Source: an optimization exercise on an open RTL-to-GDS flow (aim: small area, a short achievable clock period and few clock cycles). Production flows keep margins and buffers that such runs may drop.
RTL that was checked went through simulation tests only; none was proved equivalent to the original.
No functional check of the RTL was part of runs 1 to 4.
Power figures rest on the tool's default switching activity, not on a simulated workload.

--- flow/design.v ---
module dither_core (
    input  wire        clk,
    input  wire        rst,             
    input  wire        start,
    input  wire [1:0]  cfg_mode,        
    input  wire        cfg_invert,
    input  wire        cfg_frame,
    input  wire        cfg_pack,        
    input  wire [7:0]  cfg_threshold,
    input  wire [15:0] cfg_width,
    input  wire [15:0] cfg_height,
    output reg         busy,
    output reg         done,
    output reg         error,
    input  wire        in_valid,
    output reg         in_ready,
    input  wire [15:0] in_data,
    output reg         out_valid,
    input  wire        out_ready,
    output reg  [7:0]  out_data,
    output reg         out_last
);
    localparam [15:0] FULL = 16'd65280;
    localparam        RW   = 28;           
    localparam        NV   = 60;           
    reg        idle;         
    reg [1:0]  mode;
    reg        pack;
    reg        invert;
    reg        frame;
    reg [7:0]  thr;
    reg [6:0]  wsrc;         
    reg [2:0]  wsel;         
    reg [15:0] rl;           
    wire fs  = !pack && mode == 2'd0;
    wire atk = !pack && mode == 2'd1;
    wire ord = mode == 2'd2;
    wire [5:0] wm1 = {wsel, 3'b111};       
    reg        run;          
    reg        err_st;       
    reg        hdr_act;      
    reg [3:0]  hdr_idx;
    reg        trl_act;      
    reg [2:0]  trl_idx;
    reg        pend_full;    
    reg [7:0]  pend_data;
    reg        pend_last;
    reg [5:0]  x;            
    reg [5:0]  p;            
    reg        row0, row1;   
    reg [2:0]  ym;           
    reg        vq;           
    reg [15:0] dq;
    reg        first;        
    reg        second;       
    reg        al;           
    reg        be;           
    reg        lastcol;      
    reg        penult;       
    reg        real_px;      
    reg        hdr_lag;      
    reg        pe_lag;       
    reg [6:0]  bits;
    wire start_ok = start && !busy && !rst;
    wire geom_bad = (cfg_width == 16'd0) || (cfg_width > 16'd64) || (cfg_height == 16'd0);
    wire lastrow = (rl == 16'd1);
    wire padok   = (!be || pe_lag) && !(lastcol && row0 && hdr_lag);
    wire proc    = run && al && (real_px ? vq : padok);
    wire [5:0] x_inc = lastcol ? 6'd0 : x + 6'd1;
    wire [5:0] p_inc = (p == wm1 || p == 6'd63) ? 6'd0 : p + 6'd1;
    wire [5:0] x1     = proc ? x_inc : x;
    wire       rowst  = proc && lastcol;          
    wire       run1   = run && !(rowst && lastrow);
    wire       row0_1 = rowst ? 1'b0 : row0;
    wire       row1_1 = rowst ? row0 : row1;
    wire [15:0] rl1   = rowst ? rl - 16'd1 : rl;
    wire       lastrow1 = (rl1 == 16'd1);
    wire out_free   = !out_valid || out_ready;
    wire hdr_load   = out_free && hdr_act;
    wire hdr_act1   = hdr_act && !(hdr_load && hdr_idx == 4'd12);
    wire pend_take  = out_free && !hdr_act && pend_full;
    wire push       = proc && be;
    wire pend_full1 = push || (pend_full && !pend_take);
    wire [5:0] p1       = p_inc;
    wire       al1      = (p1 == x1);
    wire       be1      = (x1[2:0] == 3'd7);
    wire       lastcol1 = proc ? penult : lastcol;
    wire       real1    = ({1'b0, x1} < wsrc);
    wire [5:0] x1_inc   = lastcol1 ? 6'd0 : x1 + 6'd1;
    wire [5:0] p1_inc   = (p1 == wm1) ? 6'd0 : p1 + 6'd1;
    wire       pe_lag1 = !pend_full && !push;
    function ok2;
        input [5:0] xx;
        input       r0;
        ok2 = (xx[2:0] != 3'd7 || pe_lag1) && !(xx == wm1 && r0 && hdr_act);
    endfunction
    wire       rdyA = run1 && !(lastcol1 && lastrow1) && ({1'b0, x1_inc} < wsrc)
                      && ok2(x1_inc, row0_1 && !lastcol1);
    wire       rdyB = run1 && (p1_inc == x1) && real1 && ok2(x1, row0_1);
    wire       padproc1 = run1 && al1 && !real1 && (!be1 || pe_lag1)
                          && !(lastcol1 && row0_1 && hdr_act);
    wire       realgo1  = run1 && al1 && real1;
    wire       vq1      = in_valid && in_ready;
    wire       in_ready_nx = (realgo1 ? vq1 : padproc1) ? rdyA : rdyB;
    reg  [RW-1:0] vr [0:NV-1];
    reg  [RW-1:0] e1, e2, e3, e4;
    reg  [RW-1:0] tap;
    always @(*) begin
        case (wsel)
            3'd0: tap = vr[3];
            3'd1: tap = vr[11];
            3'd2: tap = vr[19];
            3'd3: tap = vr[27];
            3'd4: tap = vr[35];
            3'd5: tap = vr[43];
            3'd6: tap = vr[51];
            default: tap = vr[59];
        endcase
    end
    reg  signed [16:0] ea, eb, ec;
    reg  signed [16:0] cc;        
    reg               wb;        
    reg               wb_x0;     
    reg               wb_x1;     
    function signed [13:0] atk_a;
        input signed [16:0] e;
        atk_a = (e >>> 3) + $signed({13'd0, e[16] && e[2:0] != 3'd0});
    endfunction
    function rnd16;
        input signed [16:0] e;
        rnd16 = e[16] && e[3:0] != 4'd0;
    endfunction
    function [1:0] l3;
        input [3:0] r;
        l3 = (r >= 4'd11) ? 2'd2 : (r >= 4'd6) ? 2'd1 : 2'd0;
    endfunction
    function [2:0] l5;
        input [3:0] r;
        l5 = (r >= 4'd13) ? 3'd4 : (r >= 4'd10) ? 3'd3 : (r >= 4'd7) ? 3'd2 : (r >= 4'd4) ? 3'd1 : 3'd0;
    endfunction
    function [2:0] l7;
        input [3:0] r;
        l7 = (r >= 4'd14) ? 3'd6 : (r >= 4'd12) ? 3'd5 : (r >= 4'd10) ? 3'd4 : (r >= 4'd7) ? 3'd3 :
             (r >= 4'd5) ? 3'd2 : (r >= 4'd3) ? 3'd1 : 3'd0;
    endfunction
    wire signed [12:0] za = ea >>> 4;
    wire signed [12:0] zb = eb >>> 4;
    wire signed [12:0] zc = ec >>> 4;
    wire signed [16:0] fs_t1 = wb_x1 ? 17'sd0 : zc + $signed({16'd0, rnd16(ec)});
    wire signed [16:0] fs_t5 = (zb <<< 2) + zb + $signed({14'd0, l5(eb[3:0])}) + $signed({16'd0, rnd16(eb)});
    wire signed [16:0] fs_t3 = wb_x0 ? 17'sd0 : (za <<< 1) + za + $signed({15'd0, l3(ea[3:0])}) + $signed({16'd0, rnd16(ea)});
    wire signed [16:0] fs_fin = fs_t1 + fs_t5 + fs_t3;
    wire signed [13:0] a_l  = proc ? e3[13:0] : e3[27:14];    
    wire signed [13:0] a_c  = e2[13:0];                       
    wire signed [13:0] a_r  = e1[13:0];                       
    wire signed [13:0] a_d  = e2[27:14];                      
    wire               x1_0 = proc ? lastcol : first;     
    wire signed [15:0] atk_c = ((row0_1 || x1_0) ? 16'sd0 : a_l)
                             + (row0_1 ? 16'sd0 : a_c)
                             + ((row0_1 || lastcol1) ? 16'sd0 : a_r)
                             + ((row0_1 || row1_1) ? 16'sd0 : a_d);
    wire signed [16:0] c_nx = atk ? atk_c : (row0_1 ? 17'sd0 : $signed(e2[16:0]));
    wire        in_big = (in_data[15:8] == 8'hFF) && (in_data[7:0] != 8'd0);
    wire [15:0] dq_nx  = (!real1 || in_big) ? FULL : in_data;
    wire [15:0] fval   = dq;
    wire signed [18:0] za19 = {{6{za[12]}}, za};
    wire signed [18:0] ea19 = {{5{ea[16]}}, ea[16:3]};
    wire signed [18:0] eb19 = {{5{eb[16]}}, eb[16:3]};
    wire        [2:0]  lr   = l7(ea[3:0]) + {2'd0, rnd16(ea)};
    wire        c8a = ea[16] && ea[2:0] != 3'd0;
    wire        c8b = eb[16] && eb[2:0] != 3'd0;
    wire [18:0] op0 = {3'b000, fval};
    wire [18:0] op1 = cc;
    wire [18:0] op2 = first ? 19'd0 : fs ? {za19[15:0], lr} : ea19;
    wire [18:0] op3 = (first || (!fs && second)) ? 19'd0 : fs ? ~za19 : eb19;
    wire        b1  = !first && (fs || c8a);
    wire        b2  = !first && !fs && !second && c8b;
    wire [18:0] s1  = op0 ^ op1 ^ op2;
    wire [18:0] k1  = {(op0[17:0] & op1[17:0]) | (op0[17:0] & op2[17:0]) | (op1[17:0] & op2[17:0]), b1};
    wire [18:0] s2  = s1 ^ k1 ^ op3;
    wire [18:0] k2  = {(s1[17:0] & k1[17:0]) | (s1[17:0] & op3[17:0]) | (k1[17:0] & op3[17:0]), b2};
    wire signed [18:0] v  = s2 + k2;
    wire signed [18:0] vt = s2 + k2 - {3'b000, thr, 8'd0};
    wire        d_white = !vt[18];
    wire [8:0]  vh_inc  = v[16:8] + 9'd1;
    wire signed [16:0] e_new = d_white ? {~vh_inc[8], vh_inc[7:0], v[7:0]} : v[16:0];
    wire [7:0]  fh    = fval[15:8];
    wire [5:0]  bm    = {x[0] ^ ym[0], ym[0], x[1] ^ ym[1], ym[1], x[2] ^ ym[2], ym[2]};
    wire        o_black = ({2'b00, fh} + 10'd126) < ({2'b00, bm, 2'b00} + {2'b00, thr});
    wire        n_black = (fh < thr);
    wire        p_black = real_px && (dq != 16'd0);
    wire        black   = pack ? p_black : (fs || atk) ? !d_white : ord ? o_black : n_black;
    wire        pix_bit = pack ? black : (black ^ invert);
    reg [7:0] hdr_byte;
    always @(*) begin
        case (hdr_idx)
            4'd0:  hdr_byte = 8'h1B;
            4'd1:  hdr_byte = 8'h40;
            4'd2:  hdr_byte = 8'h1B;
            4'd3:  hdr_byte = 8'h61;
            4'd4:  hdr_byte = 8'h01;
            4'd5:  hdr_byte = 8'h1D;
            4'd6:  hdr_byte = 8'h76;
            4'd7:  hdr_byte = 8'h30;
            4'd8:  hdr_byte = 8'h00;
            4'd9:  hdr_byte = {4'b0, 1'b0, wsel} + 8'd1;
            4'd10: hdr_byte = 8'h00;
            4'd11: hdr_byte = rl[7:0];
            default: hdr_byte = rl[15:8];
        endcase
    end
    reg [7:0] trl_byte;
    always @(*) begin
        case (trl_idx)
            3'd0, 3'd3: trl_byte = 8'h1B;
            3'd1, 3'd4: trl_byte = 8'h64;
            default:    trl_byte = 8'h02;
        endcase
    end
    wire [2:0] cfg_wsel = cfg_width[5:3] - {2'b0, cfg_width[2:0] == 3'd0};
    integer i;
    always @(posedge clk) begin
        if (wb && atk)
            vr[0] <= {e4[13:0], atk_a(ea)};
        else
            vr[0] <= e4;
        if (wb && fs)
            vr[1] <= {{(RW-17){fs_fin[16]}}, fs_fin};
        else
            vr[1] <= vr[0];
        for (i = 2; i < NV; i = i + 1)
            vr[i] <= vr[i-1];
        e1 <= tap;
        e2 <= e1;
        e3 <= e2;
        e4 <= e3;
        cc <= c_nx;
        dq <= dq_nx;
        if (idle) begin
            mode   <= cfg_mode;
            pack   <= cfg_pack;
            invert <= cfg_invert;
            frame  <= cfg_frame;
            thr    <= cfg_threshold;
            wsrc   <= cfg_width[6:0];
            wsel   <= cfg_wsel;
            rl     <= cfg_height;
            x      <= 6'd0;
            p      <= 6'd63;
            row0   <= 1'b1;
            row1   <= 1'b0;
            ym     <= 3'd0;
            first  <= 1'b1;
            second <= 1'b0;
            al      <= 1'b0;
            be      <= 1'b0;
            lastcol <= 1'b0;
            penult  <= 1'b0;
            real_px <= 1'b1;
        end else begin
            al      <= al1;
            be      <= be1;
            lastcol <= lastcol1;
            penult  <= (x1 == wm1 - 6'd1);
            real_px <= real1;
            x  <= x1;
            p  <= p_inc;
            rl <= rl1;
            row0 <= row0_1;
            row1 <= row1_1;
            if (rowst)
                ym <= ym + 3'd1;
            if (proc) begin
                first  <= lastcol;
                second <= first;
            end
        end
        if (proc) begin
            ea <= e_new;
            eb <= ea;
            ec <= eb;
            if (be)
                pend_data <= {bits, pix_bit};
            else
                bits <= {bits[5:0], pix_bit};
            if (be)
                pend_last <= lastcol && lastrow && !frame;
        end
        hdr_lag <= hdr_act;
        pe_lag  <= pe_lag1;
        wb    <= proc;
        wb_x0 <= proc && first;
        wb_x1 <= proc && second;
    end
    always @(posedge clk) begin
        if (rst) begin
            busy      <= 1'b0;
            idle      <= 1'b1;
            done      <= 1'b0;
            error     <= 1'b0;
            in_ready  <= 1'b0;
            out_valid <= 1'b0;
            out_last  <= 1'b0;
            run       <= 1'b0;
            err_st    <= 1'b0;
            hdr_act   <= 1'b0;
            trl_act   <= 1'b0;
            pend_full <= 1'b0;
            vq        <= 1'b0;
        end else begin
            done  <= 1'b0;
            error <= 1'b0;
            vq    <= in_valid && in_ready;
            if (start_ok) begin
                busy    <= 1'b1;
                idle    <= 1'b0;
                hdr_idx <= 4'd0;
                trl_idx <= 3'd0;
                if (geom_bad) begin
                    err_st   <= 1'b1;
                    in_ready <= 1'b0;
                end else begin
                    run      <= 1'b1;
                    hdr_act  <= cfg_frame;
                    in_ready <= 1'b1;
                end
            end else begin
                in_ready <= in_ready_nx;
                run      <= run1;
                if (rowst && lastrow)
                    trl_act <= frame;
                if (err_st) begin
                    err_st <= 1'b0;
                    busy   <= 1'b0;
                    idle   <= 1'b1;
                    done   <= 1'b1;
                    error  <= 1'b1;
                end
                pend_full <= pend_full1;
                if (out_free) begin
                    if (hdr_act) begin
                        out_valid <= 1'b1;
                        out_data  <= hdr_byte;
                        out_last  <= 1'b0;
                        hdr_idx   <= hdr_idx + 4'd1;
                        if (hdr_idx == 4'd12)
                            hdr_act <= 1'b0;
                    end else if (pend_full) begin
                        out_valid <= 1'b1;
                        out_data  <= pend_data;
                        out_last  <= pend_last;
                    end else if (trl_act && !run) begin
                        out_valid <= 1'b1;
                        out_data  <= trl_byte;
                        out_last  <= (trl_idx == 3'd5);
                        trl_idx   <= trl_idx + 3'd1;
                        if (trl_idx == 3'd5)
                            trl_act <= 1'b0;
                    end else begin
                        out_valid <= 1'b0;
                        if (busy && !run && !err_st && !trl_act) begin
                            busy <= 1'b0;
                            idle <= 1'b1;
                            done <= 1'b1;
                        end
                    end
                end
            end
        end
    end
endmodule
--- flow/config.mk ---
export PLATFORM = sky130hd
export DESIGN_NAME = dither_core
export DESIGN_NICKNAME = dither_core
export VERILOG_FILES = /design/flow/design.v
export SDC_FILE = /design/flow/constraint.sdc
export NUM_CORES = 8
export LEC_CHECK = 0
export CAP_MARGIN = 20
export CORE_MARGIN = 2
export CORE_UTILIZATION = 50
export CTS_CLUSTER_DIAMETER = 80
export CTS_CLUSTER_SIZE = 25
export PLACE_DENSITY = 0.65
export SLEW_MARGIN = 20
--- flow/constraint.sdc ---
create_clock -name core_clock -period 24.0 [get_ports {clk}]
set_input_delay 4.8000 -clock core_clock [delete_from_list [all_inputs] [get_ports {clk}]]
set_output_delay 4.8000 -clock core_clock [all_outputs]
set_load 0.01 [all_outputs]
--- flow/standard.sh ---
#!/bin/bash
# synth_recipe.tcl (not shown) runs the flow's synth.tcl, then flattens the netlist and writes it again
# the make line also repeats each setting of config.mk as NAME=value (left out here)
make -C /OpenROAD-flow-scripts/flow DESIGN_CONFIG=/design/flow/config.mk WORK_HOME=/design/flow/orfs CLKGATE_MAP_FILE= SYNTH_SCRIPT=/design/flow/synth_recipe.tcl "${@:-finish}"
--- flow/flow/run.sh ---
#!/bin/bash
# Own layout flow: the standard synthesis and ORFS steps, with the timing
# repair asked to keep a setup margin (the clock and constraints are the standard flow's).
set -euo pipefail
bash standard.sh synth > synth.log 2>&1
bash standard.sh SETUP_SLACK_MARGIN=18 "BUFFER_PORTS_ARGS=-buffer_cell sky130_fd_sc_hd__buf_2" finish > layout.log 2>&1
==> results of run 1 <==
[cells by family (layout without fill, tap and decap cells)]
kind of cell | Yosys count | count (layout) | share of synthesized area, %
AOI/OAI and AO/OA | 502 | 502 | 6.219
xor gates and xnor gates | 139 | 139 | 2.237
adders and majority gates | 261 | 261 | 7.338
buffers and inverters | 256 | 433 | 1.791
DFF | 1988 | 1988 | 75.05
muxes | 61 | 61 | 1.189
other | 0 | 1 | 0
and+or+nand+nor | 715 | 715 | 6.173
[per-stage QoR]
step / util (%) / area (µm²) / worst slack (ns) / std cells
6_report: 55.63 / 60310 / 17.75 / 5514
5_1_grt: 55.63 / 60300 / 17.45 / 5513
4_1_cts: 55.33 / 59980 / 17.73 / 5496
3_5_place_dp: 52.13 / 56500 / 16.79 / 5340
3_3_place_gp: 52.12 / 56500 / 16.93 / 5340
2_1_floorplan: - / 54510 / 17.92 / 3922
[routing by layer]
| metal | track usage (%) | vias to the layer above |
|---|---|---|
| met5 | 0 | - |
| met4 | 5.032 | 0 |
| met3 | 2.737 | 155 |
| met2 | 26.33 | 597 |
| met1 | 26.37 | 13210 |
| li1 | - | 13320 |
[repair_timing]
action / in CTS / in global routing
setup buffers: 34 / 17
cloned: 6 / 0
gates resized for setup: 94 / 41
pin swaps: 36 / 41
endpoints found under the setup margin: 48 / 45
[worst max path at each step]
| stage | cells after the start | slack, ns | start | endpoint |
|---|---|---|---|---|
| floorplan | 6 | 17.92 | cfg_width[13] | hdr_act |
| global placement | 26 | 16.93 | ea[1] | ea[9] |
| detailed placement | 27 | 16.79 | ea[1] | ea[14] |
| CTS | 31 | 17.73 | ea[1] | pend_data[0] |
| global route | 26 | 17.45 | mode[0] | pend_data[0] |
| finish | 26 | 17.75 | mode[0] | pend_data[0] |
[cells in the mapped netlist (25+ instances only)]
| cell | number | area, µm² |
|---|---|---|
| or3_1 | 31 | 193.9 |
| nor2_1 | 152 | 570.6 |
| clkbuf_1 | 79 | 296.5 |
| a21oi_1 | 162 | 810.8 |
| edfxtp_1 | 105 | 3153 |
| xnor2_1 | 91 | 797.0 |
| ha_1 | 164 | 2052 |
| nand2_1 | 266 | 998.5 |
| inv_1 | 159 | 596.8 |
| a222oi_1 | 56 | 560.5 |
| a21o_1 | 39 | 292.8 |
| fa_1 | 97 | 1942 |
| mux2_2 | 25 | 281.5 |
| dfxtp_1 | 1883 | 37700 |
| mux2i_1 | 34 | 340.3 |
| and2_1 | 43 | 269.0 |
| xor2_1 | 48 | 420.4 |
| nand3_1 | 49 | 245.2 |
| nor3_1 | 46 | 230.2 |
| nor2b_1 | 26 | 162.7 |
| o21ai_0 | 101 | 505.5 |
[cell type report]
class | count | area (µm²) | area share, %
antenna | 1 | 2.502 | 0.004150
clock buffer | 101 | 2410 | 3.996
clock inverter | 15 | 236.5 | 0.3921
inverter | 162 | 615.6 | 1.021
multi-input combinational | 1678 | 13290 | 22.03
sequential | 1988 | 40860 | 67.75
tap | 1414 | 1769 | 2.934
timing repair buffer | 155 | 1127 | 1.869
[state kept, by name (all words and copies together) (netlist names), 8 cells and up]
signal and count:
ec 17, vr 1680, pend_data 8, e3 28, dq 16, e4 28
e2 28, ea 17, rl 16, thr 8, cc 17, eb 17
e1 28, out_data 8
[where the power goes]
part / internal (W) / switching (W)
clock network: 0.000734 / 0.000976
registers: 0.00389 / 0.000193
logic: 0.000103 / 0.000157
==> results.py, run 1 <==
metrics = {
    "synth": {
        "syn_avg_cell_area_um2": 13.88,
        "synth_nets": 4249,
        "synth_edf_count": 105,
        "synth_seq_cells": 1988,
        "ys.flop_type": "dfxtp_1",
        "ys_seq_area_share_pct": 75.05,
        "yosys_warnings": 2,
        "synthesis.area_um2": 54430,
        "yosys.cell_types.count": 85,
        "syn_inst": 3922,
        "synthArstFlopShare_pct": 0,
    },
    "timing": {
        "maxSlewHeadroom_pct": 34.55,
        "fin_crit_sh_pct": 26.06,
        "rsz0062_at_grt": "yes",
        "fmax_mhz": 159.9,
        "finClkSkew_ns": 0.04275,
        "final-setup-viol-count": 0,
        "finalHoldViolations": 0,
        "whs_ns": 0.2992,
        "setup_tns_ns": 0,
        "slew_violations": 0,
        "tightest_slew_ns": 0.9817,
        "finalCriticalPeriod_ns": 6.254,
    },
    "hold_path": {
        "hold_path_depth": 0,
        "hold_class": "flop to flop",
        "hold_start": "vr[50][16]",
        "holdPathEnd": "vr[51][16]",
    },
    "placed_design": {
        "io_buffers": 79,
        "place.gp.congestion": 0.8663,
        "dpl.hpwl_mm": 62.55,
    },
    "cts": {
        "clock_tree.root_cell": "clkbuf_16",
        "max-clock-path-buffers": 3,
        "hold_buffers": 0,
        "clk_pin_slew_ns": 0.09,
        "cts.sinks": 1988,
        "cts_buffers": 92,
        "cts_tree": "built",
        "clk_latency_ns": 0.71,
        "htreeDepth": 3,
    },
    "die": {
        "pin_count": 80,
        "row_count": 121,
        "die_x_um": 333.9,
        "die_h_um": 333.9,
        "start_util_pct": 50.21,
        "die-area_um2": 111500,
        "core_area_um2": 108400,
    },
    "drt": {
        "highest_layer": "met4",
        "ant_nets": 0,
        "vias": 27290,
        "dr_wl_met3_mm": 4.665,
        "wl_met1_mm": 49.18,
        "drt-total-wl_mm": 98.58,
        "vias_per_cell": 4.948,
        "drt-pass1-iter-count": 6,
        "drtIter0Drc": 2063,
        "routedWlPerCell_um": 17.88,
        "drcViolationCount": 0,
        "wl_met2_mm": 42.25,
    },
    "setup_path": {
        "cp.arrival_ns": 6.81,
        "worst_setup_path_start_kind": "flop",
        "crit_family": "compound AO/OA/AOI/OAI gates",
        "crit_buf_inv": 6,
        "reg2reg_depth": 26,
        "cp.required_ns": 24.56,
        "end_kind": "flop",
        "r2r-start": "mode[0]",
        "r2r_end": "pend_data[0]",
        "critPathKind": "flop to flop",
        "slowest_stage": "fa_1",
        "r2r_slack_ns": 17.75,
        "cpMostUsedCell": "inv_1",
        "critPathMaxStageDelay_ns": 0.56,
        "path_max_fanout": 16,
    },
    "final_layout": {
        "layout_commonest_cell": "dfxtp_1",
        "drive_above_1_share_pct": 10.08,
        "syn2layout_area_growth_pct": 10.80,
        "mostFrequentLayoutCells": "1876 x dfxtp_1, 261 x nand2_1, 157 x inv_1",
        "nets": 4404,
        "fillerInstances": 8749,
    },
    "pwr": {
        "power_w": 0.006047,
        "p_leak_nw": 24.93,
        "irDropWorstVdd_v": 0.00007299,
        "power.density_nw_per_um2": 100.3,
    },
    "status": {
        "status": "complete, no violations",
    },
    "global_routing": {
        "antenna_found_initial": 6,
        "grt-ovfl-total": 0,
        "grt_pass1_vias": 26350,
        "grt_max_degree": 61,
        "grt_usage_pct": 17.57,
        "grt_pass1_wl_mm": 152.1,
    },
    "flow_run": {
        "drv_cap": 0,
    },
}
==> run 2, diff against run 1 <==
--- a/flow/design.v
+++ b/flow/design.v
@@ -32,8 +32,8 @@
     reg [6:0]  wsrc;         
     reg [2:0]  wsel;         
     reg [15:0] rl;           
-    wire fs  = !pack && mode == 2'd0;
-    wire atk = !pack && mode == 2'd1;
+    reg  fs;                 
+    reg  atk;                
     wire ord = mode == 2'd2;
     wire [5:0] wm1 = {wsel, 3'b111};       
     reg        run;          
@@ -117,11 +117,10 @@
             default: tap = vr[59];
         endcase
     end
-    reg  signed [16:0] ea, eb, ec;
+    reg  signed [16:0] ea, eb;
     reg  signed [16:0] cc;        
+    reg         [13:0] lreg;      
     reg               wb;        
-    reg               wb_x0;     
-    reg               wb_x1;     
     function signed [13:0] atk_a;
         input signed [16:0] e;
         atk_a = (e >>> 3) + $signed({13'd0, e[16] && e[2:0] != 3'd0});
@@ -143,26 +142,32 @@
         l7 = (r >= 4'd14) ? 3'd6 : (r >= 4'd12) ? 3'd5 : (r >= 4'd10) ? 3'd4 : (r >= 4'd7) ? 3'd3 :
              (r >= 4'd5) ? 3'd2 : (r >= 4'd3) ? 3'd1 : 3'd0;
     endfunction
-    wire signed [12:0] za = ea >>> 4;
-    wire signed [12:0] zb = eb >>> 4;
-    wire signed [12:0] zc = ec >>> 4;
-    wire signed [16:0] fs_t1 = wb_x1 ? 17'sd0 : zc + $signed({16'd0, rnd16(ec)});
-    wire signed [16:0] fs_t5 = (zb <<< 2) + zb + $signed({14'd0, l5(eb[3:0])}) + $signed({16'd0, rnd16(eb)});
-    wire signed [16:0] fs_t3 = wb_x0 ? 17'sd0 : (za <<< 1) + za + $signed({15'd0, l3(ea[3:0])}) + $signed({16'd0, rnd16(ea)});
-    wire signed [16:0] fs_fin = fs_t1 + fs_t5 + fs_t3;
-    wire signed [13:0] a_l  = proc ? e3[13:0] : e3[27:14];    
-    wire signed [13:0] a_c  = e2[13:0];                       
-    wire signed [13:0] a_r  = e1[13:0];                       
-    wire signed [13:0] a_d  = e2[27:14];                      
+    wire signed [16:0] ew3 = e3[16:0];
+    wire signed [16:0] ew2 = e2[16:0];
+    wire signed [16:0] ew1 = e1[16:0];
+    wire signed [12:0] zl  = proc ? (ew3 >>> 4) : lreg[13:1];
+    wire               rl_ = proc ? rnd16(ew3) : lreg[0];
+    wire signed [12:0] zm  = ew2 >>> 4;
+    wire signed [12:0] zr  = ew1 >>> 4;
     wire               x1_0 = proc ? lastcol : first;     
-    wire signed [15:0] atk_c = ((row0_1 || x1_0) ? 16'sd0 : a_l)
-                             + (row0_1 ? 16'sd0 : a_c)
-                             + ((row0_1 || lastcol1) ? 16'sd0 : a_r)
-                             + ((row0_1 || row1_1) ? 16'sd0 : a_d);
-    wire signed [16:0] c_nx = atk ? atk_c : (row0_1 ? 17'sd0 : $signed(e2[16:0]));
+    wire               m_l  = !row0_1 && !x1_0;
+    wire               m_m  = !row0_1;
+    wire               m_r  = !row0_1 && !lastcol1;
+    wire               m_d  = !row0_1 && !row1_1;
+    wire signed [13:0] a_l  = proc ? e3[13:0] : e3[27:14];    
+    wire signed [16:0] u1 = !m_l ? 17'sd0 : fs ? zl : a_l;
+    wire signed [16:0] u2 = !m_m ? 17'sd0 : fs ? (zm <<< 2) : $signed(e2[13:0]);
+    wire signed [16:0] u3 = !m_m ? 17'sd0 : fs ? zm : (m_r ? $signed(e1[13:0]) : 17'sd0);
+    wire signed [16:0] u4 = fs ? (m_r ? (zr <<< 1) : 17'sd0) : (m_d ? $signed(e2[27:14]) : 17'sd0);
+    wire signed [16:0] u5 = (fs && m_r) ? zr : 17'sd0;
+    wire        [3:0]  ps = !fs ? 4'd0 :
+                        {3'd0, m_l && rl_} + (m_m ? {1'b0, l5(ew2[3:0])} + {3'd0, rnd16(ew2)} : 4'd0)
+                        + (m_r ? {2'b0, l3(ew1[3:0])} + {3'd0, rnd16(ew1)} : 4'd0);
+    wire signed [16:0] c_nx = u1 + u2 + u3 + u4 + u5 + $signed({13'd0, ps});
     wire        in_big = (in_data[15:8] == 8'hFF) && (in_data[7:0] != 8'd0);
     wire [15:0] dq_nx  = (!real1 || in_big) ? FULL : in_data;
     wire [15:0] fval   = dq;
+    wire signed [12:0] za   = ea >>> 4;
     wire signed [18:0] za19 = {{6{za[12]}}, za};
     wire signed [18:0] ea19 = {{5{ea[16]}}, ea[16:3]};
     wire signed [18:0] eb19 = {{5{eb[16]}}, eb[16:3]};
@@ -220,15 +225,11 @@
     wire [2:0] cfg_wsel = cfg_width[5:3] - {2'b0, cfg_width[2:0] == 3'd0};
     integer i;
     always @(posedge clk) begin
-        if (wb && atk)
-            vr[0] <= {e4[13:0], atk_a(ea)};
+        if (wb)
+            vr[0] <= atk ? {e4[13:0], atk_a(ea)} : {{(RW-17){ea[16]}}, ea};
         else
             vr[0] <= e4;
-        if (wb && fs)
-            vr[1] <= {{(RW-17){fs_fin[16]}}, fs_fin};
-        else
-            vr[1] <= vr[0];
-        for (i = 2; i < NV; i = i + 1)
+        for (i = 1; i < NV; i = i + 1)
             vr[i] <= vr[i-1];
         e1 <= tap;
         e2 <= e1;
@@ -239,6 +240,8 @@
         if (idle) begin
             mode   <= cfg_mode;
             pack   <= cfg_pack;
+            fs     <= !cfg_pack && cfg_mode == 2'd0;
+            atk    <= !cfg_pack && cfg_mode == 2'd1;
             invert <= cfg_invert;
             frame  <= cfg_frame;
             thr    <= cfg_threshold;
@@ -276,9 +279,9 @@
             end
         end
         if (proc) begin
+            lreg <= {ew3[16:4], rnd16(ew3)};
             ea <= e_new;
             eb <= ea;
-            ec <= eb;
             if (be)
                 pend_data <= {bits, pix_bit};
             else
@@ -289,8 +292,6 @@
         hdr_lag <= hdr_act;
         pe_lag  <= pe_lag1;
         wb    <= proc;
-        wb_x0 <= proc && first;
-        wb_x1 <= proc && second;
     end
     always @(posedge clk) begin
         if (rst) begin
==> run 2 against run 1 <==
Against the previous run: critical path depth down 2; cell count down 3.9%; clock power about the same; synthesized area down 2.0%; setup slack better by 0.054 ns; design area down 2.5%; global-route usage down 0.21 points.
==> results.py, run 2 <==
metrics = {
    "pwr": {
        "irDropWorstVdd_v": 0.00007241,
        "comb_power_share_pct": 4.2,
        "p_switching_w": 0.001332,
        "swShare_pct": 21.97,
        "p_leak_nw": 24.13,
        "seqPwrFrac_pct": 67.7,
        "power_w": 0.006062,
        "power.density_nw_per_um2": 103.1,
        "intPower_w": 0.004730,
        "p_clk_share_pct": 28.0,
    },
    "timing": {
        "setup_tns_ns": 0,
        "whs_ns": 0.3123,
        "maxSlewHeadroom_pct": 30.33,
        "rsz0062_at_grt": "yes",
        "tightest_slew_ns": 1.043,
        "fmax_mhz": 161.3,
        "slew_violations": 0,
        "final-setup-viol-count": 0,
        "finalHoldViolations": 0,
        "fin_crit_sh_pct": 25.83,
        "finClkSkew_ns": 0.03550,
        "finalCriticalPeriod_ns": 6.200,
    },
    "global_routing": {
        "met1_usage_pct": 24.71,
        "grt.busiest_layer": "met2",
        "use_met2_pct": 26.59,
        "grt_pass1_vias": 25300,
        "antenna_found_initial": 3,
        "grt-ovfl-total": 0,
        "grt_max_degree": 82,
        "grt.met3_usage_pct": 3.204,
        "grt_usage_pct": 17.36,
        "grt_pass1_wl_mm": 145.4,
    },
    "setup_path": {
        "end_kind": "flop",
        "cp.arrival_ns": 6.65,
        "critPathKind": "flop to flop",
        "cp.required_ns": 24.45,
        "path_max_fanout": 5,
        "r2r_slack_ns": 17.80,
        "worst_setup_path_start_kind": "flop",
    },
    "placed_design": {
        "place_inst": 5134,
        "dpl.hpwl_mm": 62.02,
        "place.gp.congestion": 0.8911,
        "io_buffers": 79,
    },
    "hold_path": {
        "hold_class": "flop to flop",
    },
    "synth": {
        "synthTopCellsByCount": "1881 x dfxtp_1, 171 x nor2_1, 158 x nand2_1, 157 x inv_1, 145 x a21oi_1",
        "synth_edf_count": 104,
        "ys.flop_type": "dfxtp_1",
        "synthesis.area_um2": 53310,
        "yosys_warnings": 2,
        "yosys-top-cells-area": "dfxtp_1 71%, edfxtp_1 5.9%, fa_1 3.3%",
        "synth_nets": 4008,
        "synthArstFlopShare_pct": 0,
        "yosysMostFrequentCell": "dfxtp_1",
        "synth_seq_cells": 1985,
        "yosys.cell_types.count": 84,
        "synth_top_area_share_pct": 70.63,
        "synth_largest_area_cell": "dfxtp_1",
        "ys_seq_area_share_pct": 76.49,
        "syn_avg_cell_area_um2": 14.27,
        "syn_inst": 3736,
    },
    "drt": {
        "vias_per_cell": 4.857,
        "routedWlPerCell_um": 17.81,
        "drt-total-wl_mm": 94.42,
        "ant_nets": 0,
        "drt-pass1-iter-count": 7,
        "drcViolationCount": 0,
        "vias": 25750,
        "drtIter0Drc": 1822,
    },
    "cts": {
        "cts_tree": "built",
        "clk_latency_ns": 0.71,
        "cts_buffers": 93,
        "htreeDepth": 3,
        "cts.sinks": 1985,
        "clock_tree.root_cell": "clkbuf_16",
        "clk_pin_slew_ns": 0.09,
        "max-clock-path-buffers": 3,
        "hold_buffers": 0,
    },
    "die": {
        "row_count": 119,
        "pin_count": 80,
        "die_h_um": 330.5,
        "die-area_um2": 109300,
        "start_util_pct": 50.50,
        "die_x_um": 330.5,
        "core_area_um2": 105600,
    },
    "final_layout": {
        "nets": 4155,
        "top_register": "vr",
        "largest_reg_flops": 1680,
        "mostFrequentLayoutCells": "1867 x dfxtp_1, 164 x nor2_1, 154 x inv_1",
        "layout_commonest_cell": "dfxtp_1",
        "syn2layout_area_growth_pct": 10.24,
        "antenna_cells": 0,
        "drive_above_1_share_pct": 11.97,
        "post-route-util_pct": 55.67,
        "fillerInstances": 8422,
        "final_cells": 5301,
    },
    "status": {
        "status": "complete, no violations",
    },
    "flow_run": {
        "drv_cap": 0,
    },
}
-- run 2: through the flow --
step | instance area, µm² | setup slack (ns)
final | 58770 | 17.80
after global routing | 58770 | 17.55
after CTS | 58420 | 17.76
after detailed placement | 55370 | 16.39
after global placement | 55370 | 16.52
after floorplan | 53430 | 17.92
-- run 2: power groups by stage --
stage                     Clock (W)  Combinational [W]  Sequential (W)
after global placement            0           0.000251         0.00417
after detailed placement          0           0.000251         0.00418
final                       0.00170           0.000257         0.00411
after floorplan                   0           0.000176         0.00406
after global routing        0.00187           0.000285         0.00416
after CTS                   0.00175           0.000259         0.00411
-- run 2: area by class of cell --
class	count	area (µm²)	share of cell area [%]
Timing Repair inverter	1	11.26	0.01916
Sequential cell	1985	40800	69.43
Clock buffer	108	2426	4.128
Tap cell	1391	1740	2.961
Timing Repair Buffer	145	947.2	1.612
Multi-Input combinational cell	1499	12030	20.46
Clock inverter	14	197.7	0.3364
Inverter	158	619.3	1.054
-- run 2: worst paths after layout --
kind | end | depth (start not counted) | start
setup / recovery | ea[9] | 24 | ea[0]
hold / removal | vr[33][9] | 0 | vr[32][9]
hold reg to reg | vr[33][9] | 0 | vr[32][9]
setup reg to reg | ea[9] | 24 | ea[0]
-- run 2: layer usage --
metal / wire length, µm / vias up
met1: 45520 / 12370
met5: 9 / -
met2: 41220 / 517
met4: 3141 / 2
li1: - / 12690
met3: 4524 / 166
-- run 2: kinds of logic (layout without fill, tap and decap cells) --
group           Yosys count  after routing  share of synthesized area [%]
flops                  1985           1985                          76.49
simple gates            633            635                          5.865
compound gates          446            446                          5.553
buf+inv                 254            426                          1.833
fa+ha+maj               206            206                          6.059
xor+xnor                108            108                          1.809
mux                     104            104                          2.394
-- run 2: worst max-delay path: stages, from the launching register on --
cell	delay (ns)
edfxtp_1	0.46
o41a_1	0.43
ha_2	0.18
ha_2	0.25
mux2i_1	0.13
nor2_1	0.07
fa_1	0.49
inv_1	0.05
fa_1	0.60
inv_1	0.06
ha_1	0.29
a211oi_2	0.30
o21ai_2	0.10
nand2_1	0.15
o21ai_2	0.14
a21o_1	0.22
a21oi_2	0.16
xnor2_1	0.14
ha_1	0.33
o2111ai_1	0.10
or3b_4	0.39
nand4_1	0.14
mux2i_4	0.30
buf_6	0.16
mux2_4	0.29
-- run 2: timing repair --
action                     4_1_cts  5_1_grt
setup endpoints to repair       46       31
pin swaps                       18       31
setup buffers                   23       18
resized for setup               60       49
gates cloned                     2        2
==> run 3, diff against run 2 <==
--- a/flow/config.mk
+++ b/flow/config.mk
@@ -5,6 +5,7 @@
 export SDC_FILE = /design/flow/constraint.sdc
 export NUM_CORES = 8
 export LEC_CHECK = 0
+export ABC_CLOCK_PERIOD_IN_PS = 5000
 export CAP_MARGIN = 20
 export CORE_MARGIN = 2
 export CORE_UTILIZATION = 50
==> run 3 against run 2 <==
Against the previous run: still clean; global-route usage stayed put; clock power hardly changed; wire length stayed put; worst hold slack stayed put; synthesized cell count stayed put; clock skew stayed put; largest cell class unchanged; largest power group unchanged.
==> results.py, run 3 <==
metrics = {
    "status": {
        "status": "complete, no violations",
    },
    "drt": {
        "vias_per_cell": 4.857,
        "drt-pass1-iter-count": 7,
        "vias": 25750,
        "drt-total-wl_mm": 94.42,
        "routedWlPerCell_um": 17.81,
        "ant_nets": 0,
        "drtIter0Drc": 1822,
        "drcViolationCount": 0,
    },
    "final_layout": {
        "multi_input_area_um2": 12030,
        "drive_above_1_share_pct": 11.97,
        "register_area_um2": 40800,
        "syn2layout_area_growth_pct": 10.24,
        "top_register": "vr",
        "largest_reg_flops": 1680,
        "nets": 4155,
        "fillerInstances": 8422,
        "antenna_cells": 0,
        "layout_commonest_cell": "dfxtp_1",
        "mostFrequentLayoutCells": "1867 x dfxtp_1, 164 x nor2_1, 154 x inv_1",
        "fin_area_um2": 58770,
    },
    "global_routing": {
        "grt-ovfl-total": 0,
        "antenna_found_initial": 3,
        "grt_max_degree": 82,
        "grt_usage_pct": 17.36,
        "grt_pass1_vias": 25300,
        "grt_pass1_wl_mm": 145.4,
    },
    "hold_path": {
        "hold_start": "vr[32][9]",
        "hold_path_depth": 0,
        "hold_class": "flop to flop",
        "holdPathEnd": "vr[33][9]",
    },
    "setup_path": {
        "r2r_end": "ea[9]",
        "r2r-start": "ea[0]",
        "reg2reg_depth": 24,
        "end_kind": "flop",
        "r2r_slack_ns": 17.80,
        "critPathKind": "flop to flop",
        "path_max_fanout": 5,
        "worst_setup_path_start_kind": "flop",
        "cp.required_ns": 24.45,
        "cp.arrival_ns": 6.65,
    },
    "pwr": {
        "intPower_w": 0.004730,
        "power.density_nw_per_um2": 103.1,
        "irDropWorstVdd_v": 0.00007241,
        "p_switching_w": 0.001332,
        "seqPwrFrac_pct": 67.7,
        "p_clk_share_pct": 28.0,
        "swShare_pct": 21.97,
        "comb_power_share_pct": 4.2,
        "p_leak_nw": 24.13,
    },
    "synth": {
        "yosysMostFrequentCell": "dfxtp_1",
        "synth_seq_cells": 1985,
        "ys_seq_area_share_pct": 76.49,
        "syn_inst": 3736,
        "yosys.cell_types.count": 84,
        "synth_top_area_share_pct": 70.63,
        "synthTopCellsByCount": "1881 x dfxtp_1, 171 x nor2_1, 158 x nand2_1, 157 x inv_1, 145 x a21oi_1",
        "syn_avg_cell_area_um2": 14.27,
        "yosys_warnings": 2,
        "synthesis.area_um2": 53310,
        "synth_edf_count": 104,
        "ys.flop_type": "dfxtp_1",
        "yosys-top-cells-area": "dfxtp_1 71%, edfxtp_1 5.9%, fa_1 3.3%",
        "synth_nets": 4008,
        "synth_largest_area_cell": "dfxtp_1",
        "synthArstFlopShare_pct": 0,
    },
    "timing": {
        "tightest_slew_ns": 1.043,
        "final-setup-viol-count": 0,
        "fin_crit_sh_pct": 25.83,
        "finalCriticalPeriod_ns": 6.200,
        "setup_tns_ns": 0,
        "maxSlewHeadroom_pct": 30.33,
        "slew_violations": 0,
        "rsz0062_at_grt": "yes",
        "finClkSkew_ns": 0.03550,
        "finalHoldViolations": 0,
        "fmax_mhz": 161.3,
    },
    "die": {
        "die_h_um": 330.5,
        "core_area_um2": 105600,
        "row_count": 119,
        "die_x_um": 330.5,
        "die-area_um2": 109300,
        "pin_count": 80,
        "start_util_pct": 50.50,
    },
    "cts": {
        "cts_tree": "built",
        "clock_tree.root_cell": "clkbuf_16",
        "max-clock-path-buffers": 3,
        "clk_latency_ns": 0.71,
        "cts_buffers": 93,
        "clk_pin_slew_ns": 0.09,
        "cts.sinks": 1985,
        "htreeDepth": 3,
    },
    "placed_design": {
        "postPlaceCellArea_um2": 55370,
        "place.gp.congestion": 0.8911,
        "dpl.hpwl_mm": 62.02,
        "io_buffers": 79,
    },
    "flow_run": {
        "drv_cap": 0,
    },
}
run 3: cell counts in the layout (fill, tap and decap cells not counted):
Identical to the previous run, type by type.
run 3: critical path, stage by stage, from the launching register on:
cell	delay (ns)
edfxtp_1	0.46
o41a_1	0.43
ha_2	0.18
ha_2	0.25
mux2i_1	0.13
nor2_1	0.07
fa_1	0.49
inv_1	0.05
fa_1	0.60
inv_1	0.06
ha_1	0.29
a211oi_2	0.30
o21ai_2	0.10
nand2_1	0.15
o21ai_2	0.14
a21o_1	0.22
a21oi_2	0.16
xnor2_1	0.14
ha_1	0.33
o2111ai_1	0.10
or3b_4	0.39
nand4_1	0.14
mux2i_4	0.30
buf_6	0.16
mux2_4	0.29
run 3: cell type report:
| cell class | count | share of cell area, % |
|---|---|---|
| Tap cell | 1391 | 2.961 |
| Multi-Input combinational cell | 1499 | 20.46 |
| Inverter | 158 | 1.054 |
| Clock inverter | 14 | 0.3364 |
| Clock buffer | 108 | 4.128 |
| Sequential cell | 1985 | 69.43 |
| Timing Repair inverter | 1 | 0.01916 |
| Timing Repair Buffer | 145 | 1.612 |
run 3: how the worst max path moves through the flow:
stage                     slack, ns       to  cells past startpoint           from
final                         17.80    ea[9]                     24          ea[0]
after global routing          17.55  bits[0]                     25          ea[0]
after CTS                     17.76    ea[9]                     24          ea[0]
after detailed placement      16.39   cc[16]                     27        lastcol
after global placement        16.52   cc[16]                     27        lastcol
after floorplan               17.92  hdr_act                      6  cfg_width[12]
run 3: cells by family (layout without fill, tap and decap cells):
| logic type | after synthesis | count (layout) | synth area share [%] |
|---|---|---|---|
| AO/OA/AOI/OAI | 446 | 446 | 5.553 |
| buffers and inverters | 254 | 426 | 1.833 |
| adder cells (fa/ha/maj) | 206 | 206 | 6.059 |
| flip-flops | 1985 | 1985 | 76.49 |
| AND/OR/NAND/NOR | 633 | 635 | 5.865 |
| XOR/XNOR | 108 | 108 | 1.809 |
| multiplexers | 104 | 104 | 2.394 |
run 3: power by group through the flow:
stage                     combinational [W]  sequential, W  clock, W
final                              0.000257        0.00411   0.00170
after floorplan                    0.000176        0.00406         0
after global routing               0.000285        0.00416   0.00187
after CTS                          0.000259        0.00411   0.00175
after detailed placement           0.000251        0.00418         0
after global placement             0.000251        0.00417         0
run 3: through the flow:
| step | total power [W] | util (%) | worst slack, ns | hold slack, ns | std cells |
|---|---|---|---|---|---|
| 4_1_cts | 0.006127 | 55.34 | 17.76 | 0.3167 | 5281 |
| 6_report | 0.006062 | 55.67 | 17.80 | 0.3123 | 5301 |
| 5_1_grt | 0.006321 | 55.67 | 17.55 | 0.3242 | 5301 |
| 3_3_place_gp | 0.004420 | 52.45 | 16.52 | 0.3095 | 5134 |
| 2_1_floorplan | 0.004240 | - | 17.92 | 0.3096 | 3736 |
| 3_5_place_dp | 0.004432 | 52.45 | 16.39 | 0.3121 | 5134 |
run 3: what timing repair did:
item	in CTS	in global routing
resized for setup	60	49
hold buffers	0	0
cloned	2	2
buffers inserted	23	18
pin swaps	18	31
setup endpoints to repair	46	31
run 3: metal layers:
metal	routed length [µm]	track usage [%]	vias up
met1	45520	24.71	12370
met4	3141	6.345	2
met2	41220	26.59	517
met3	4524	3.204	166
li1	-	-	12690
met5	9	0	-
==> run 4, diff against run 3 <==
--- a/flow/design.v
+++ b/flow/design.v
@@ -61,7 +61,7 @@
     reg        hdr_lag;      
     reg        pe_lag;       
     reg [6:0]  bits;
-    wire start_ok = start && !busy && !rst;
+    wire start_ok = start && idle;
     wire geom_bad = (cfg_width == 16'd0) || (cfg_width > 16'd64) || (cfg_height == 16'd0);
     wire lastrow = (rl == 16'd1);
     wire padok   = (!be || pe_lag) && !(lastcol && row0 && hdr_lag);
@@ -171,7 +171,19 @@
     wire signed [18:0] za19 = {{6{za[12]}}, za};
     wire signed [18:0] ea19 = {{5{ea[16]}}, ea[16:3]};
     wire signed [18:0] eb19 = {{5{eb[16]}}, eb[16:3]};
-    wire        [2:0]  lr   = l7(ea[3:0]) + {2'd0, rnd16(ea)};
+    reg         [2:0]  lr;
+    always @(*) begin
+        case ({ea[16], ea[3:0]})
+            5'h00, 5'h01, 5'h02, 5'h10:        lr = 3'd0;
+            5'h03, 5'h04, 5'h11, 5'h12:        lr = 3'd1;
+            5'h05, 5'h06, 5'h13, 5'h14:        lr = 3'd2;
+            5'h07, 5'h08, 5'h09, 5'h15, 5'h16: lr = 3'd3;
+            5'h0A, 5'h0B, 5'h17, 5'h18, 5'h19: lr = 3'd4;
+            5'h0C, 5'h0D, 5'h1A, 5'h1B:        lr = 3'd5;
+            5'h0E, 5'h0F, 5'h1C, 5'h1D:        lr = 3'd6;
+            default:                           lr = 3'd7;
+        endcase
+    end
     wire        c8a = ea[16] && ea[2:0] != 3'd0;
     wire        c8b = eb[16] && eb[2:0] != 3'd0;
     wire [18:0] op0 = {3'b000, fval};
@@ -180,12 +192,16 @@
     wire [18:0] op3 = (first || (!fs && second)) ? 19'd0 : fs ? ~za19 : eb19;
     wire        b1  = !first && (fs || c8a);
     wire        b2  = !first && !fs && !second && c8b;
-    wire [18:0] s1  = op0 ^ op1 ^ op2;
-    wire [18:0] k1  = {(op0[17:0] & op1[17:0]) | (op0[17:0] & op2[17:0]) | (op1[17:0] & op2[17:0]), b1};
-    wire [18:0] s2  = s1 ^ k1 ^ op3;
-    wire [18:0] k2  = {(s1[17:0] & k1[17:0]) | (s1[17:0] & op3[17:0]) | (k1[17:0] & op3[17:0]), b2};
+    wire [18:0] s1  = op0 ^ op1 ^ op3;
+    wire [18:0] k1  = {(op0[17:0] & op1[17:0]) | (op0[17:0] & op3[17:0]) | (op1[17:0] & op3[17:0]), b1};
+    wire [18:0] s2  = s1 ^ k1 ^ op2;
+    wire [18:0] k2  = {(s1[17:0] & k1[17:0]) | (s1[17:0] & op2[17:0]) | (k1[17:0] & op2[17:0]), b2};
     wire signed [18:0] v  = s2 + k2;
-    wire signed [18:0] vt = s2 + k2 - {3'b000, thr, 8'd0};
+    wire [10:0] nthr = -{3'b000, thr};
+    wire [18:0] nt  = {nthr, 8'd0};
+    wire [18:0] s3  = s2 ^ k2 ^ nt;
+    wire [18:0] k3  = {(s2[17:0] & k2[17:0]) | (s2[17:0] & nt[17:0]) | (k2[17:0] & nt[17:0]), 1'b0};
+    wire signed [18:0] vt = s3 + k3;
     wire        d_white = !vt[18];
     wire [8:0]  vh_inc  = v[16:8] + 9'd1;
     wire signed [16:0] e_new = d_white ? {~vh_inc[8], vh_inc[7:0], v[7:0]} : v[16:0];
--- a/flow/config.mk
+++ b/flow/config.mk
@@ -5,7 +5,6 @@
 export SDC_FILE = /design/flow/constraint.sdc
 export NUM_CORES = 8
 export LEC_CHECK = 0
-export ABC_CLOCK_PERIOD_IN_PS = 5000
 export CAP_MARGIN = 20
 export CORE_MARGIN = 2
 export CORE_UTILIZATION = 50
==> run 4 against run 3 <==
Against the previous run: sequential share of layout area down 0.83 points; synthesized cell count up 3.0%; largest cell class unchanged; critical path depth up 5; count of clock-buffer cells in the layout down 5; wire length down 0.48%; design area up 1.3%; via count up 2.8%; clock power about the same; combinational power up 3%; non-clock buffer count down 4.
==> results.py, run 4 <==
metrics = {
    "status": {
        "status": "complete, no violations",
    },
    "setup_path": {
        "worst_setup_path_start_kind": "flop",
        "cp.arrival_ns": 6.68,
        "crit_family": "adder cells",
        "critPathKind": "flop to flop",
        "critPathMaxStageDelay_ns": 0.52,
        "path_max_fanout": 10,
        "crit_buf_inv": 7,
        "cp.required_ns": 24.58,
        "r2r_slack_ns": 17.90,
        "end_kind": "flop",
        "slowest_stage": "fa_1",
    },
    "final_layout": {
        "mostFrequentLayoutCells": "1873 x dfxtp_1, 193 x inv_1, 188 x nor2_1",
        "final_cells": 5408,
        "drive_above_1_share_pct": 9.973,
        "nets": 4278,
        "syn2layout_area_growth_pct": 9.941,
        "layout_commonest_cell": "dfxtp_1",
        "fillerInstances": 8694,
        "largest_reg_flops": 1680,
        "top_register": "vr",
    },
    "synth": {
        "ys.flop_type": "dfxtp_1",
        "synth_edf_count": 104,
        "syn_avg_cell_area_um2": 14.07,
        "yosysMostFrequentCell": "dfxtp_1",
        "synth_nets": 4149,
        "synth_top_area_share_pct": 69.62,
        "yosys_warnings": 2,
        "synth_seq_cells": 1988,
        "ys_seq_area_share_pct": 75.39,
        "synth_largest_area_cell": "dfxtp_1",
        "yosys.cell_types.count": 87,
        "synthArstFlopShare_pct": 0,
        "yosys-top-cells-area": "dfxtp_1 70%, edfxtp_1 5.8%, fa_1 3.8%",
        "syn_inst": 3849,
        "synthesis.area_um2": 54170,
        "synthTopCellsByCount": "1884 x dfxtp_1, 197 x inv_1, 191 x nor2_1, 190 x a21oi_1, 151 x nand2_1",
    },
    "die": {
        "die_h_um": 333.2,
        "pin_count": 80,
        "core_area_um2": 107200,
        "die_x_um": 333.2,
        "start_util_pct": 50.53,
        "row_count": 120,
        "die-area_um2": 111000,
    },
    "cts": {
        "cts_buffers": 93,
        "clk_latency_ns": 0.71,
        "cts.sinks": 1988,
        "htreeDepth": 3,
        "hold_buffers": 0,
        "cts_tree": "built",
        "clock_tree.root_cell": "clkbuf_16",
        "max-clock-path-buffers": 3,
        "clk_pin_slew_ns": 0.09,
    },
    "pwr": {
        "p_leak_nw": 24.52,
        "power.density_nw_per_um2": 101.3,
        "irDropWorstVdd_v": 0.00006718,
    },
    "timing": {
        "final-setup-viol-count": 0,
        "setup_tns_ns": 0,
        "slew_violations": 0,
        "fin_crit_sh_pct": 25.41,
        "tightest_slew_ns": 1.055,
        "rsz0062_at_grt": "yes",
        "fmax_mhz": 164.0,
        "finalHoldViolations": 0,
        "finalCriticalPeriod_ns": 6.098,
        "finClkSkew_ns": 0.03310,
        "maxSlewHeadroom_pct": 28.75,
    },
    "global_routing": {
        "grt_pass1_wl_mm": 146.8,
        "grt-ovfl-total": 0,
        "antenna_found_initial": 2,
        "grt_max_degree": 80,
        "grt_pass1_vias": 25940,
        "grt_usage_pct": 16.89,
    },
    "placed_design": {
        "dpl.hpwl_mm": 61.71,
        "place_inst": 5239,
        "io_buffers": 79,
        "place.gp.congestion": 0.8657,
    },
    "drt": {
        "drt-total-wl_mm": 93.96,
        "routedWlPerCell_um": 17.37,
        "drcViolationCount": 0,
        "drt-pass1-iter-count": 6,
        "vias": 26480,
        "vias_per_cell": 4.896,
        "drtIter0Drc": 1709,
        "ant_nets": 0,
    },
    "flow_run": {
        "drv_cap": 0,
    },
    "hold_path": {
        "hold_class": "flop to flop",
    },
}
==> run 4: repair_timing <==
action	4_1_cts	5_1_grt
setup endpoints to repair	43	36
buffers inserted	25	17
gates cloned	4	1
pin swaps	28	34
resized for setup	54	38
==> run 4: per-stage QoR <==
stage | hold WS [ns] | cell area [µm²] | util, % | total power [W] | setup WS [ns]
floorplan | 0.3096 | 54270 | - | 0.004200 | 17.85
global placement | 0.3097 | 56100 | 52.33 | 0.004366 | 16.57
detailed placement | 0.3121 | 56100 | 52.33 | 0.004379 | 16.44
CTS | 0.3183 | 59240 | 55.26 | 0.006097 | 17.82
global route | 0.3297 | 59550 | 55.55 | 0.006288 | 17.63
finish | 0.3196 | 59560 | 55.56 | 0.006031 | 17.90
==> run 4: report_power, final <==
group	internal (W)	switching [W]
registers	0.00384	0.000202
clock network	0.000746	0.000977
logic	0.000111	0.000153
==> run 4: layer usage <==
layer  up-vias  track usage (%)  routed length, µm
li1      13030                -                  -
met1     12790            24.88              46530
met2       544            26.06              41410
met3       118            2.657               4321
met4         0            4.323               1703
met5         -                0                  0
==> run 4: path summary, 6_finish.rpt <==
check / startpoint / endpoint / cells after the start
setup / recovery: lastcol / cc[16] / 29
hold / removal: vr[33][26] / vr[34][26] / 0
setup reg to reg: lastcol / cc[16] / 29
hold reg to reg: vr[33][26] / vr[34][26] / 0
==> run 4: cell families after synthesis <==
| logic type | count (synthesis) | share of synthesized area, % |
|---|---|---|
| xor gates and xnor gates | 111 | 1.808 |
| buffers and inverters | 309 | 2.206 |
| DFF | 1988 | 75.39 |
| and+or+nand+nor | 632 | 5.763 |
| adders and majority gates | 235 | 6.850 |
| AOI/OAI and AO/OA | 484 | 6.000 |
| muxes | 90 | 1.986 |
==> run 4: area by class of cell <==
type                       instances  area [µm²]  area share [%]
sequential                      1988       40860           68.60
antenna                            4       10.01         0.01681
inverter                         199       757.0           1.271
multi-input combinational       1555       12520           21.03
clock buffer                     103        2449           4.111
timing repair buffer             141       991.0           1.664
tap                             1403        1755           2.947
clock inverter                    15       214.0          0.3592
==> run 5, diff against run 4 <==
--- a/flow/design.v
+++ b/flow/design.v
@@ -203,8 +203,11 @@
     wire [18:0] k3  = {(s2[17:0] & k2[17:0]) | (s2[17:0] & nt[17:0]) | (k2[17:0] & nt[17:0]), 1'b0};
     wire signed [18:0] vt = s3 + k3;
     wire        d_white = !vt[18];
-    wire [8:0]  vh_inc  = v[16:8] + 9'd1;
-    wire signed [16:0] e_new = d_white ? {~vh_inc[8], vh_inc[7:0], v[7:0]} : v[16:0];
+    wire [18:0] kw  = 19'h70100;
+    wire [18:0] s4  = s2 ^ k2 ^ kw;
+    wire [18:0] k4  = {(s2[17:0] & k2[17:0]) | (s2[17:0] & kw[17:0]) | (k2[17:0] & kw[17:0]), 1'b0};
+    wire [18:0] vw  = s4 + k4;
+    wire signed [16:0] e_new = d_white ? vw[16:0] : v[16:0];
     wire [7:0]  fh    = fval[15:8];
     wire [5:0]  bm    = {x[0] ^ ym[0], ym[0], x[1] ^ ym[1], ym[1], x[2] ^ ym[2], ym[2]};
     wire        o_black = ({2'b00, fh} + 10'd126) < ({2'b00, bm, 2'b00} + {2'b00, thr});
==> run 5 against run 4 <==
Against the previous run: still clean on timing, DRC and antenna; register-to-register slack improved by 0.19 ns; non-clock buffer count shrank 8; fmax increased by 0.79%; first-iteration DRC count up 3.2%; global-route usage up 0.20 points; clock skew increased by 0.018 ns.
==> results.py, run 5 <==
metrics = {
    "setup_path": {
        "crit_start": "out_data[5]",
        "crit_chain": "buf_2",
        "path_max_fanout": 1,
        "r2r-start": "lastcol",
        "critPathMaxStageDelay_ns": 0.39,
        "slowest_stage": "edfxtp_1",
        "critPathKind": "flop to output port",
        "crit_buf_inv": 1,
        "cp.required_ns": 19.20,
        "cp.arrival_ns": 1.25,
        "end_kind": "output port",
        "crit_family": "flip-flops",
        "worst_setup_path_start_kind": "flop",
    },
    "synth": {
        "synth_nets": 4164,
        "synthArstFlopShare_pct": 0,
        "yosysMostFrequentCell": "dfxtp_1",
        "yosys-top-cells-area": "dfxtp_1 69%, edfxtp_1 5.7%, fa_1 4.1%",
        "yosys.cell_types.count": 87,
        "syn_avg_cell_area_um2": 14.12,
        "ys_seq_area_share_pct": 75.18,
        "synthesis.area_um2": 54320,
        "syn_inst": 3848,
        "synthTopCellsByCount": "1884 x dfxtp_1, 197 x inv_1, 186 x a21oi_1, 179 x nor2_1, 152 x nand2_1",
        "yosys_warnings": 2,
        "ys.flop_type": "dfxtp_1",
        "synth_seq_cells": 1988,
        "synth_largest_area_cell": "dfxtp_1",
        "synth_top_area_share_pct": 69.43,
        "synth_edf_count": 104,
    },
    "placed_design": {
        "place.gp.congestion": 0.8670,
        "dpl_worst_slack_ns": 16.99,
        "io_buffers": 79,
        "dpl.hpwl_mm": 61.84,
        "place_inst": 5250,
    },
    "cts": {
        "clk_latency_ns": 0.71,
        "clock_tree.root_cell": "clkbuf_16",
        "hold_buffers": 0,
        "htreeDepth": 3,
        "cts_tree": "built",
        "cts_buffers": 94,
        "max-clock-path-buffers": 3,
        "clk_pin_slew_ns": 0.09,
        "cts.sinks": 1988,
    },
    "die": {
        "core_area_um2": 107400,
        "row_count": 120,
        "die_x_um": 333.6,
        "die-area_um2": 111300,
        "start_util_pct": 50.60,
        "pin_count": 80,
        "die_h_um": 333.6,
    },
    "global_routing": {
        "grt_usage_pct": 17.08,
        "grt_pass1_vias": 26050,
        "grt_max_degree": 66,
        "antenna_found_initial": 1,
        "grt_pass1_wl_mm": 147.7,
        "grt-ovfl-total": 0,
    },
    "final_layout": {
        "final_cells": 5406,
        "mostFrequentLayoutCells": "1872 x dfxtp_1, 192 x inv_1, 180 x a21oi_1",
        "multi_input_area_um2": 12650,
        "register_area_um2": 40860,
        "syn2layout_area_growth_pct": 9.932,
        "nets": 4294,
        "top_register": "vr",
        "antenna_cells": 0,
        "layout_commonest_cell": "dfxtp_1",
        "largest_reg_flops": 1680,
        "drive_above_1_share_pct": 9.493,
        "fillerInstances": 8618,
    },
    "drt": {
        "drt-pass1-iter-count": 7,
        "drt-total-wl_mm": 94.95,
        "drcViolationCount": 0,
        "routedWlPerCell_um": 17.56,
        "ant_nets": 0,
        "vias": 26430,
        "drtIter0Drc": 1763,
        "vias_per_cell": 4.889,
    },
    "pwr": {
        "power_w": 0.006057,
        "irDropWorstVdd_v": 0.00008342,
        "power.density_nw_per_um2": 101.4,
        "p_leak_nw": 24.66,
    },
    "timing": {
        "final-setup-viol-count": 0,
        "finalCriticalPeriod_ns": 6.050,
        "fin_crit_sh_pct": 25.21,
        "fmax_mhz": 165.3,
        "whs_ns": 0.3099,
        "maxSlewHeadroom_pct": 41.81,
        "setup_slack_ns": 17.95,
        "tightest_slew_ns": 0.8729,
        "slew_violations": 0,
        "finalHoldViolations": 0,
        "finClkSkew_ns": 0.05136,
        "rsz0062_at_grt": "yes",
        "setup_tns_ns": 0,
    },
    "hold_path": {
        "hold_class": "flop to flop",
        "hold_start": "e1[22]",
    },
    "status": {
        "status": "complete, no violations",
    },
    "flow_run": {
        "drv_cap": 0,
    },
}
-- run 5: cell count changes in the layout (fill, tap and decap cells not counted), moves of 9 or more --
cell and delta:
nor2b_1 -14, ha_1 +9, mux2i_1 -10, nor2_1 -12
a221oi_1 +20, or2_2 -9, and2_1 +12, a222oi_1 -10
-- run 5: final timing paths --
| kind | to | slack (ns) | cells past startpoint |
|---|---|---|---|
| worst max register to register | cc[16] | 18.09 | 29 |
| worst min-delay path | e2[22] | 0.31 | 0 |
| worst min register to register | e2[22] | 0.31 | 0 |
| worst max-delay path | out_data[5] | 17.95 | 1 |
-- run 5: final cells by class --
class                      instances  share of cell area (%)
inverter                         201                   1.295
tap                             1403                   2.940
clock inverter                    20                  0.5741
sequential                      1988                   68.42
timing repair buffer             133                   1.569
clock buffer                     101                   3.983
timing repair inverter             2                 0.02933
multi-input combinational       1558                   21.19
-- run 5: timing repair --
item / CTS / global route
pin swaps: 13 / 8
endpoints found under the setup margin: 31 / 32
setup buffers: 20 / 10
resized for setup: 49 / 34
gates cloned: 3 / 2
-- run 5: layer usage --
layer	track usage (%)	vias to the layer above	routed length [µm]
li1	-	13010	-
met1	25.24	12750	47020
met2	25.36	526	40650
met3	3.018	138	4456
met4	5.815	0	2825
met5	0	-	0
-- run 5: kinds of logic (layout without fill, tap and decap cells) --
group | count (synthesis) | in the layout | synth area share, %
buffers and inverters | 303 | 457 | 2.098
adders and majority gates | 250 | 250 | 7.293
DFF | 1988 | 1988 | 75.18
and+or+nand+nor | 606 | 607 | 5.475
muxes | 83 | 83 | 1.859
xor gates and xnor gates | 121 | 121 | 1.976
AOI/OAI and AO/OA | 497 | 497 | 6.116
-- run 5: stage by stage --
step	area [µm²]	util, %
after floorplan	54460	-
after global placement	56380	52.52
after detailed placement	56380	52.52
after CTS	59510	55.43
after global routing	59710	55.62
final	59710	55.62
-- run 5: power by group --
| part | total [W] | switching [W] | leakage (nW) | internal (W) |
|---|---|---|---|---|
| Combinational | 0.000265 | 0.000155 | 6.71 | 0.000110 |
| Clock | 0.00173 | 0.000983 | 1.32 | 0.000743 |
| Sequential | 0.00407 | 0.000206 | 16.6 | 0.00386 |
| Total | 0.00606 | 0.00134 | 24.7 | 0.00471 |
Testbench counts of run 5, summed over its fixed seeds: cycles 111,596.
==> run 6, diff against run 5 <==
==> flow/flow/run.sh (replaced) <==
#!/bin/bash
# Own layout flow: the standard synthesis and ORFS steps, with the timing
# repair asked to keep a setup margin (the clock and constraints are the standard flow's).
set -euo pipefail
bash standard.sh synth > synth.log 2>&1
bash standard.sh SETUP_SLACK_MARGIN=18.6 "BUFFER_PORTS_ARGS=-buffer_cell sky130_fd_sc_hd__buf_2" finish > layout.log 2>&1
==> run 6 against run 5 <==
Against the previous run: still clean on timing, DRC and antenna; clock power barely moved; flip-flop and latch count stayed put; register-to-register slack got worse by 0.10 ns; core utilization rose by 1.0 points; worst hold slack worse by 0.0019 ns; cell count rose by 0.92%; design area grew 1.8%; synthesized area did not move; highest routed layer unchanged.
==> results.py, run 6 <==
metrics = {
    "timing": {
        "finClkSkew_ns": 0.03998,
        "finalHoldViolations": 0,
        "maxSlewHeadroom_pct": 36.33,
        "whs_ns": 0.3080,
        "tightest_slew_ns": 0.9538,
    },
    "global_routing": {
        "grt_pass1_wl_mm": 150.9,
        "grt_max_degree": 66,
        "grt_pass1_vias": 26200,
        "antenna_found_initial": 2,
    },
    "cts": {
        "max-clock-path-buffers": 3,
        "hold_buffers": 0,
        "cts_buffers": 93,
        "clk_pin_slew_ns": 0.09,
        "clock_tree.root_cell": "clkbuf_16",
        "cts_tree": "built",
    },
    "drt": {
        "routedWlPerCell_um": 17.95,
        "drtIter0Drc": 1908,
        "vias": 27010,
        "drcViolationCount": 0,
        "drt-pass1-iter-count": 7,
    },
    "status": {
        "status": "complete, no violations",
    },
    "final_layout": {
        "post-route-util_pct": 56.62,
        "syn2layout_area_growth_pct": 11.90,
        "layout_commonest_cell": "dfxtp_1",
        "antenna_cells": 0,
        "nets": 4344,
        "top_register": "vr",
    },
    "hold_path": {
        "hold_start": "vr[1][7]",
        "hold_path_depth": 0,
    },
    "synth": {
        "synth_nets": 4164,
        "synthesis.area_um2": 54320,
        "ys.flop_type": "dfxtp_1",
        "synthTopCellsByCount": "1884 x dfxtp_1, 197 x inv_1, 186 x a21oi_1, 179 x nor2_1, 152 x nand2_1",
        "yosysMostFrequentCell": "dfxtp_1",
        "synth_top_area_share_pct": 69.43,
        "yosys_warnings": 2,
    },
    "setup_path": {
        "end_kind": "output port",
        "r2r_slack_ns": 17.99,
        "cp.required_ns": 19.20,
        "path_max_fanout": 1,
        "r2r_end": "cc[15]",
        "crit_chain": "buf_2",
        "crit_buf_inv": 1,
    },
    "pwr": {
        "p_leak_nw": 25.07,
        "irDropWorstVdd_v": 0.00006337,
    },
    "die": {
        "die_x_um": 333.6,
        "row_count": 120,
    },
    "placed_design": {
        "io_buffers": 79,
        "dpl.hpwl_mm": 62.61,
    },
}
## run 6: cell counts after synthesis
No cell type changed its count.
## run 6: cells by family (layout without fill, tap and decap cells)
logic type,count (synthesis),after routing,share of synthesized area (%)
AO/OA/AOI/OAI,497,499,6.116
XOR/XNOR,121,122,1.976
adder cells (fa/ha/maj),250,250,7.293
buffers and inverters,303,505,2.098
flip-flops,1988,1988,75.18
multiplexers,83,83,1.859
AND/OR/NAND/NOR,606,606,5.475
## run 6: metal layers
layer	global-route usage (%)	vias to the layer above	share of wire, %
met5	0	-	0
met4	4.563	0	2.1
met3	2.802	141	5.0
met2	27.00	579	44
met1	25.58	13150	48
li1	-	13140	-
## run 6: final cells by class
cell class / count / area (µm²) / area share, %
clock buffer: 102 / 2382 / 3.919
clock inverter: 18 / 307.8 / 0.5064
inverter: 201 / 779.5 / 1.282
multi-input combinational: 1560 / 13290 / 21.86
sequential: 1988 / 40860 / 67.22
tap: 1403 / 1755 / 2.888
timing repair buffer: 182 / 1391 / 2.289
timing repair inverter: 2 / 17.52 / 0.02882
## run 6: worst max-delay path by stage
stage                      startpoint          end  slack (ns)  cells after the start
after global placement        lastcol       cc[16]       16.90                     30
after global routing          lastcol       cc[15]       17.75                     29
final                     out_data[0]  out_data[0]       17.96                      1
after detailed placement      lastcol       cc[16]       16.82                     30
after floorplan                   rst     in_ready       17.68                      6
after CTS                 out_data[0]  out_data[0]       17.89                      1
## run 6: where the power goes
group | internal (W) | leakage [nW] | switching (W)
Combinational | 0.000122 | 7.15 | 0.000166
Sequential | 0.00386 | 16.6 | 0.000207
Clock | 0.000740 | 1.30 | 0.000983
## run 6: stage by stage
step,instances,area (µm²),worst slack (ns),total power [W]
4_1_cts,5429,60260,17.89,0.006129
2_1_floorplan,3848,54670,17.68,0.004221
6_report,5456,60780,17.96,0.006077
5_1_grt,5456,60780,17.75,0.006329
3_3_place_gp,5250,56570,16.90,0.004391
3_5_place_dp,5250,56570,16.82,0.004405
## run 6: what timing repair did
action                                  in CTS  in global routing
cloned                                       7                  2
endpoints found under the setup margin      61                 47
resized for setup                          109                 74
pin swaps                                   56                 34
setup buffers                               52                 25

Check on run 6: ideal ports give 17.956 ns setup slack; a clkbuf_16 on the clock port and buf_2 on the inputs give 17.895 ns; moving port delays by the midpoint clock arrival (0.750 ns) as well gives 17.389 ns.
